Context: an optimization exercise on an open-source flow, tuned for small area. The choices shown serve that exercise and are no tape-out recipe. RTL that was checked went through simulation tests only; none was proved equivalent to the original.

==> job 4266 <==
==> flow/design.v <==
module lcd_hd44780 (
    input  wire       clk,
    input  wire       rst,           
    input  wire       f_wr,
    input  wire       f_e,
    input  wire       f_rs,
    input  wire       f_rw,
    input  wire [7:0] gp_data,
    input  wire       dirty_rd,      
    input  wire       host_sel,      
    input  wire [5:0] host_addr,
    output wire [7:0] host_data,
    output reg        dirty_lcd,
    output reg        dirty_cgram,
    output reg        rd_valid,
    output reg  [7:0] rd_data,
    output reg        fault,
    output wire [2:0] fault_code,
    output wire [7:0] fault_info,
    output reg  [6:0] cursor_addr,
    output reg        disp_on,
    output reg        cursor_on,
    output reg        blink_on,
    output reg        entry_shift,
    output reg        fs_dl8,
    output reg        fs_lines2,
    output reg        fs_font,
    output reg  [1:0] fs_table
);
    localparam [7:0] BLANK = 8'h20;
    reg [7:0] ddram [0:39];          
    reg [7:0] cgram [0:63];
    reg       prev_e;
    reg [5:0] cgram_addr;
    reg       mode_cg;               
    reg       inc_up;                
    reg [4:0] off1, off2;            
    wire fire     = f_wr && prev_e && !f_e && !fault;
    wire do_cmd   = fire && !f_rs && !f_rw;
    wire do_stat  = fire && !f_rs &&  f_rw;
    wire do_wdata = fire &&  f_rs && !f_rw;
    wire do_rdata = fire &&  f_rs &&  f_rw;
    wire       line    = cursor_addr[6];
    wire [4:0] col     = cursor_addr[4:0];
    wire       col_in  = !cursor_addr[5] && (col <= 5'd19);
    wire       col_bnd = !cursor_addr[5] && (col == 5'd20);
    wire       unmapped = !(col_in || col_bnd);
    wire [4:0] cur_off = line ? off2 : off1;
    wire [5:0] cur_sum = col + cur_off;
    wire [4:0] cur_slot = (cur_sum >= 6'd20) ? cur_sum - 6'd20 : cur_sum[4:0];
    wire [6:0] dd_next = cursor_addr + (inc_up ? 7'd1 : 7'h7f);
    wire [5:0] cg_next = {cgram_addr[5:3], cgram_addr[2:0] + (inc_up ? 3'd1 : 3'd7)};
    wire c_ddaddr  = gp_data[7];
    wire c_cgaddr  = gp_data[7:6] == 2'b01;
    wire c_funcset = gp_data[7:5] == 3'b001;
    wire c_shift   = gp_data[7:4] == 4'b0001;
    wire c_display = gp_data[7:3] == 5'b00001;
    wire c_entry   = gp_data[7:2] == 6'b000001;
    wire c_home    = gp_data[7:1] == 7'b0000001;
    wire c_clear   = gp_data == 8'h01;
    wire c_undef   = gp_data == 8'h00;
    wire ev_clear      = do_cmd && c_clear;
    wire ev_undef      = do_cmd && c_undef;
    wire ev_shfault    = do_cmd && c_shift && gp_data[3];
    wire ev_cmd_fault  = ev_undef || ev_shfault;
    wire dd_access     = (do_wdata || do_rdata) && !mode_cg;
    wire ev_dd_fault   = dd_access && unmapped;
    wire ev_fault      = ev_cmd_fault || ev_dd_fault;
    wire dd_wr         = do_wdata && !mode_cg && !unmapped;
    wire ev_bnd_wr     = dd_wr && col_bnd;
    wire ev_cg_write   = do_wdata && mode_cg;
    wire notify_lcd    = ev_clear || dd_wr;
    wire notify_cgram  = ev_cg_write;
    wire [7:0] dd_word = ddram[line ? 6'd20 + cur_slot : {1'b0, cur_slot}];
    wire [7:0] cg_word = cgram[cgram_addr];
    reg [7:0] rd_next;
    always @(*) begin
        if (!f_rs)
            rd_next = f_rw ? {1'b0, mode_cg ? {1'b0, cgram_addr} : cursor_addr} : gp_data;
        else if (mode_cg)
            rd_next = cg_word;
        else if (col_in)
            rd_next = dd_word;
        else if (col_bnd)
            rd_next = BLANK;
        else
            rd_next = {1'b0, cursor_addr};
    end
    assign fault_info = rd_data;
    assign fault_code = {prev_e, !prev_e && !mode_cg, !prev_e};
    always @(posedge clk) begin
        if (!fault)
            rd_data <= rd_next;
    end
    always @(posedge clk) begin
        if (rst) begin
            prev_e      <= 1'b0;
            cursor_addr <= 7'd0;
            cgram_addr  <= 6'd0;
            mode_cg     <= 1'b0;
            inc_up      <= 1'b1;
            disp_on     <= 1'b0;
            cursor_on   <= 1'b0;
            blink_on    <= 1'b0;
            entry_shift <= 1'b0;
            fs_dl8      <= 1'b1;
            fs_lines2   <= 1'b0;
            fs_font     <= 1'b0;
            fs_table    <= 2'd0;
            dirty_lcd   <= 1'b0;
            dirty_cgram <= 1'b0;
            rd_valid    <= 1'b0;
            fault       <= 1'b0;
            off1        <= 5'd0;
            off2        <= 5'd0;
        end else begin
            rd_valid <= (do_stat || do_rdata) && !ev_dd_fault;
            if (f_wr && !fault)
                prev_e <= f_e || ev_shfault;
            if (!fault) begin
                if (dirty_rd) begin
                    dirty_lcd   <= 1'b0;
                    dirty_cgram <= 1'b0;
                end
                if (notify_lcd)
                    dirty_lcd <= 1'b1;
                if (notify_cgram)
                    dirty_cgram <= 1'b1;
            end
            if (ev_fault) begin
                fault   <= 1'b1;
                mode_cg <= ev_undef;
            end else if (do_cmd) begin
                if (c_ddaddr) begin
                    cursor_addr <= gp_data[6:0];
                    mode_cg     <= 1'b0;
                end else if (c_cgaddr) begin
                    cgram_addr  <= gp_data[5:0];
                    mode_cg     <= 1'b1;
                end else if (c_funcset) begin
                    fs_dl8      <= gp_data[4];
                    fs_lines2   <= gp_data[3];
                    fs_font     <= gp_data[2];
                    fs_table    <= gp_data[1:0];
                end else if (c_shift) begin
                    cursor_addr <= cursor_addr + (gp_data[2] ? 7'd1 : 7'h7f);
                end else if (c_display) begin
                    disp_on     <= gp_data[2];
                    cursor_on   <= gp_data[1];
                    blink_on    <= gp_data[0];
                end else if (c_entry) begin
                    inc_up      <= gp_data[1];
                    entry_shift <= gp_data[0];
                end else if (c_home) begin
                    cursor_addr <= 7'd0;
                    mode_cg     <= 1'b0;
                end else if (c_clear) begin
                    cursor_addr <= 7'd0;
                    mode_cg     <= 1'b0;
                    inc_up      <= 1'b1;
                end
            end else if (do_wdata || do_rdata) begin
                if (mode_cg)
                    cgram_addr <= cg_next;
                else if (col_bnd) begin
                    if (do_wdata) begin
                        if (line)
                            off2 <= (off2 == 5'd19) ? 5'd0 : off2 + 5'd1;
                        else
                            off1 <= (off1 == 5'd19) ? 5'd0 : off1 + 5'd1;
                    end
                end else
                    cursor_addr <= dd_next;
            end
        end
    end
    wire       dd_blank = rst || ev_clear;
    wire [7:0] dd_wdata = dd_blank ? BLANK : gp_data;
    integer i;
    always @(posedge clk) begin
        for (i = 0; i < 40; i = i + 1)
            if (dd_blank || (dd_wr && (line == (i >= 20)) && (cur_slot == i % 20)))
                ddram[i] <= dd_wdata;
    end
    always @(posedge clk) begin
        if (ev_cg_write)
            cgram[cgram_addr] <= gp_data;
    end
    wire       h_line = host_addr >= 6'd20;
    wire [4:0] h_col  = h_line ? host_addr - 6'd20 : host_addr[4:0];
    wire [5:0] h_sum  = h_col + (h_line ? off2 : off1);
    wire [4:0] h_slot = (h_sum >= 6'd20) ? h_sum - 6'd20 : h_sum[4:0];
    wire [7:0] h_dd   = ddram[h_line ? 6'd20 + h_slot : {1'b0, h_slot}];
    assign host_data = host_sel ? cgram[host_addr] :
                       (host_addr < 6'd40) ? h_dd : 8'h00;
endmodule
==> flow/run.sh <==
#!/bin/bash
# synth_recipe.tcl (not shown) runs the flow's synth.tcl, then flattens the netlist and writes it again
# the make line also repeats each setting of config.mk as NAME=value (left out here)
make -C /OpenROAD-flow-scripts/flow DESIGN_CONFIG=/design/flow/config.mk WORK_HOME=/design/flow/orfs CLKGATE_MAP_FILE= SYNTH_SCRIPT=/design/flow/synth_recipe.tcl finish
==> flow/config.mk <==
export PLATFORM = sky130hd
export DESIGN_NAME = lcd_hd44780
export DESIGN_NICKNAME = lcd_hd44780
export VERILOG_FILES = /design/flow/design.v
export SDC_FILE = /design/flow/constraint.sdc
export NUM_CORES = 4
export LEC_CHECK = 0
export CAP_MARGIN = 20
export CORE_MARGIN = 2
export CORE_UTILIZATION = 40
export SLEW_MARGIN = 20
==> flow/constraint.sdc <==
create_clock -name core_clock -period 15.0 [get_ports {clk}]
set_input_delay 3.0000 -clock core_clock [delete_from_list [all_inputs] [get_ports {clk}]]
set_output_delay 3.0000 -clock core_clock [all_outputs]
set_load 0.01 [all_outputs]
==> inputs of job 575, as changes to job 4266 <==
==> flow/design.v (replaced) <==
module lcd_hd44780 (
    input  wire       clk,
    input  wire       rst,           
    input  wire       f_wr,
    input  wire       f_e,
    input  wire       f_rs,
    input  wire       f_rw,
    input  wire [7:0] gp_data,
    input  wire       dirty_rd,      
    input  wire       host_sel,      
    input  wire [5:0] host_addr,
    output wire [7:0] host_data,
    output reg        dirty_lcd,
    output reg        dirty_cgram,
    output reg        rd_valid,
    output reg  [7:0] rd_data,
    output reg        fault,
    output reg  [2:0] fault_code,
    output reg  [7:0] fault_info,
    output reg  [6:0] cursor_addr,
    output reg        disp_on,
    output reg        cursor_on,
    output reg        blink_on,
    output reg        entry_shift,
    output reg        fs_dl8,
    output reg        fs_lines2,
    output reg        fs_font,
    output reg  [1:0] fs_table
);
    localparam [7:0] BLANK = 8'h20;
    localparam [2:0] F_UNDEF_CMD   = 3'd1;
    localparam [2:0] F_DD_UNMAPPED = 3'd3;
    localparam [2:0] F_DISP_SHIFT  = 3'd4;
    reg [7:0] ddram [0:39];
    reg [7:0] cgram [0:63];
    reg       prev_e;
    reg [5:0] cgram_addr;
    reg       mode_cg;               
    reg       inc_up;                
    wire fire     = f_wr && prev_e && !f_e && !fault;
    wire do_cmd   = fire && !f_rs && !f_rw;
    wire do_stat  = fire && !f_rs &&  f_rw;
    wire do_wdata = fire &&  f_rs && !f_rw;
    wire do_rdata = fire &&  f_rs &&  f_rw;
    wire in_line1 = (cursor_addr <= 7'h13);
    wire at_bnd1  = (cursor_addr == 7'h14);
    wire in_line2 = (cursor_addr >= 7'h40) && (cursor_addr <= 7'h53);
    wire at_bnd2  = (cursor_addr == 7'h54);
    wire unmapped = !(in_line1 || at_bnd1 || in_line2 || at_bnd2);
    wire [6:0] line2_idx = cursor_addr - 7'h40 + 7'd20;
    wire [5:0] dd_idx    = in_line1 ? cursor_addr[5:0] : line2_idx[5:0];
    wire [6:0] dd_next = cursor_addr + (inc_up ? 7'd1 : 7'h7f);
    wire [5:0] cg_next = {cgram_addr[5:3], cgram_addr[2:0] + (inc_up ? 3'd1 : 3'd7)};
    wire c_ddaddr  = gp_data[7];
    wire c_cgaddr  = gp_data[7:6] == 2'b01;
    wire c_funcset = gp_data[7:5] == 3'b001;
    wire c_shift   = gp_data[7:4] == 4'b0001;
    wire c_display = gp_data[7:3] == 5'b00001;
    wire c_entry   = gp_data[7:2] == 6'b000001;
    wire c_home    = gp_data[7:1] == 7'b0000001;
    wire c_clear   = gp_data == 8'h01;
    wire c_undef   = gp_data == 8'h00;
    wire ev_clear      = do_cmd && c_clear;
    wire ev_cmd_fault  = do_cmd && (c_undef || (c_shift && gp_data[3]));
    wire dd_access     = (do_wdata || do_rdata) && !mode_cg;
    wire ev_dd_fault   = dd_access && unmapped;
    wire ev_fault      = ev_cmd_fault || ev_dd_fault;
    wire ev_dd_write   = do_wdata && !mode_cg && (in_line1 || in_line2);
    wire ev_shift1     = do_wdata && !mode_cg && at_bnd1;
    wire ev_shift2     = do_wdata && !mode_cg && at_bnd2;
    wire ev_cg_write   = do_wdata && mode_cg;
    wire notify_lcd    = ev_clear || ev_dd_write || ev_shift1 || ev_shift2;
    wire notify_cgram  = ev_cg_write;
    integer j;
    reg [7:0] dd_word;
    always @(*) begin
        dd_word = 8'h00;
        for (j = 0; j < 40; j = j + 1)
            if (dd_idx == j)
                dd_word = ddram[j];
    end
    reg [7:0] read_val;
    always @(*) begin
        if (!f_rs)
            read_val = {1'b0, mode_cg ? {1'b0, cgram_addr} : cursor_addr};
        else if (mode_cg)
            read_val = cgram[cgram_addr];
        else if (in_line1 || in_line2)
            read_val = dd_word;
        else
            read_val = BLANK;
    end
    always @(posedge clk) begin
        if (rst) begin
            prev_e      <= 1'b0;
            cursor_addr <= 7'd0;
            cgram_addr  <= 6'd0;
            mode_cg     <= 1'b0;
            inc_up      <= 1'b1;
            disp_on     <= 1'b0;
            cursor_on   <= 1'b0;
            blink_on    <= 1'b0;
            entry_shift <= 1'b0;
            fs_dl8      <= 1'b1;
            fs_lines2   <= 1'b0;
            fs_font     <= 1'b0;
            fs_table    <= 2'd0;
            dirty_lcd   <= 1'b0;
            dirty_cgram <= 1'b0;
            rd_valid    <= 1'b0;
            rd_data     <= 8'd0;
            fault       <= 1'b0;
            fault_code  <= 3'd0;
            fault_info  <= 8'd0;
        end else begin
            rd_valid <= 1'b0;
            if (f_wr && !fault)
                prev_e <= f_e;
            if (!fault) begin
                if (dirty_rd) begin
                    dirty_lcd   <= 1'b0;
                    dirty_cgram <= 1'b0;
                end
                if (notify_lcd)
                    dirty_lcd <= 1'b1;
                if (notify_cgram)
                    dirty_cgram <= 1'b1;
            end
            if (ev_cmd_fault) begin
                fault      <= 1'b1;
                fault_code <= c_undef ? F_UNDEF_CMD : F_DISP_SHIFT;
                fault_info <= gp_data;
            end else if (ev_dd_fault) begin
                fault      <= 1'b1;
                fault_code <= F_DD_UNMAPPED;
                fault_info <= {1'b0, cursor_addr};
            end else if (do_cmd) begin
                if (c_ddaddr) begin
                    cursor_addr <= gp_data[6:0];
                    mode_cg     <= 1'b0;
                end else if (c_cgaddr) begin
                    cgram_addr  <= gp_data[5:0];
                    mode_cg     <= 1'b1;
                end else if (c_funcset) begin
                    fs_dl8      <= gp_data[4];
                    fs_lines2   <= gp_data[3];
                    fs_font     <= gp_data[2];
                    fs_table    <= gp_data[1:0];
                end else if (c_shift) begin
                    cursor_addr <= cursor_addr + (gp_data[2] ? 7'd1 : 7'h7f);
                end else if (c_display) begin
                    disp_on     <= gp_data[2];
                    cursor_on   <= gp_data[1];
                    blink_on    <= gp_data[0];
                end else if (c_entry) begin
                    inc_up      <= gp_data[1];
                    entry_shift <= gp_data[0];
                end else if (c_home) begin
                    cursor_addr <= 7'd0;
                    mode_cg     <= 1'b0;
                end else if (c_clear) begin
                    cursor_addr <= 7'd0;
                    mode_cg     <= 1'b0;
                    inc_up      <= 1'b1;
                end
            end else if (do_wdata || do_rdata) begin
                if (mode_cg)
                    cgram_addr <= cg_next;
                else if (!at_bnd1 && !at_bnd2)
                    cursor_addr <= dd_next;
            end
            if ((do_stat || do_rdata) && !ev_dd_fault) begin
                rd_valid <= 1'b1;
                rd_data  <= read_val;
            end
        end
    end
    integer i;
    always @(posedge clk) begin
        if (rst || ev_clear) begin
            for (i = 0; i < 40; i = i + 1)
                ddram[i] <= BLANK;
        end else if (ev_shift1) begin
            for (i = 0; i < 19; i = i + 1)
                ddram[i] <= ddram[i + 1];
            ddram[19] <= gp_data;
        end else if (ev_shift2) begin
            for (i = 20; i < 39; i = i + 1)
                ddram[i] <= ddram[i + 1];
            ddram[39] <= gp_data;
        end else if (ev_dd_write) begin
            for (i = 0; i < 40; i = i + 1)
                if (dd_idx == i)
                    ddram[i] <= gp_data;
        end
    end
    always @(posedge clk) begin
        if (ev_cg_write)
            cgram[cgram_addr] <= gp_data;
    end
    reg [7:0] host_dd;
    always @(*) begin
        host_dd = 8'h00;
        for (j = 0; j < 40; j = j + 1)
            if (host_addr == j)
                host_dd = ddram[j];
    end
    assign host_data = host_sel ? cgram[host_addr] : host_dd;
endmodule
==> impl_metrics.toml <==
[timing]
final.setup_skew_ns = 0.0359
tightest_slew_ns = 1.20

[layout]
fillers = 10900
syn_to_final_growth_pct = 10.6
design.seq.count = 880
final_common_cell = "nor2_1"

[drt]
drt_wl_total_um = 196000
drt_iter0_drc = 7025

[outcome]
status = "no timing/DRC/antenna violations"

[global_route]
grt_pass1_vias = 38300

[worst_setup_path]
cp-startpoint = "host_addr[0]"

[pwr]
switchingPower_mw = 1.28
p_seq_share_pct = 48.0

[yosys]
syn_inst = 4375
The numbers above come from job 575.

==> impl_metrics.toml <==
[timing]
tightest_slew_ns = 1.26
final.setup_skew_ns = 0.0723

[pwr]
switchingPower_mw = 1.59
p_seq_share_pct = 47.8

[worst_setup_path]
cp-startpoint = "host_addr[3]"

[layout]
design.seq.count = 879

[global_route]
grt_pass1_vias = 31900

[outcome]
status = "no timing/DRC/antenna violations"
The numbers above come from job 4266.

For job 575, only the layout was checked, not whether the RTL still works.

afterwards: timing with drivers on the ports:
Ports are ideal in the flow. The routed layouts listed here were re-timed in OpenROAD. Step 1: set_driving_cell puts a clkbuf_16 on clk and a buf_2 on each other input, an assumption about the parent block. Step 2 adds t to the input delays and takes it off the output delays; t is the mean of the earliest and latest rising clock arrival at the registers after step 1. Input paths then give back, and output paths get back, about the clock's delay inside the block. a / b / c = ideal ports / drivers / drivers and shift; a / b = the first two.
run	shift t [ns]	setup WS [ns]	latest minus earliest clock arrival (ns)	worst data-port slew with drivers (ns)	pins driven straight from the clock port
job 4266	0.779	0.567 / 0.538 / 0.538	0.079 / 0.079	0.07	1
job 575	0.776	4.178 / 4.130 / 4.130	0.037 / 0.037	0.08	1
After both steps setup and hold are still met in every run listed. For job 575, which loses most, drivers alone change the setup slack by -0.048 ns; drivers and shift together by -0.048 ns.
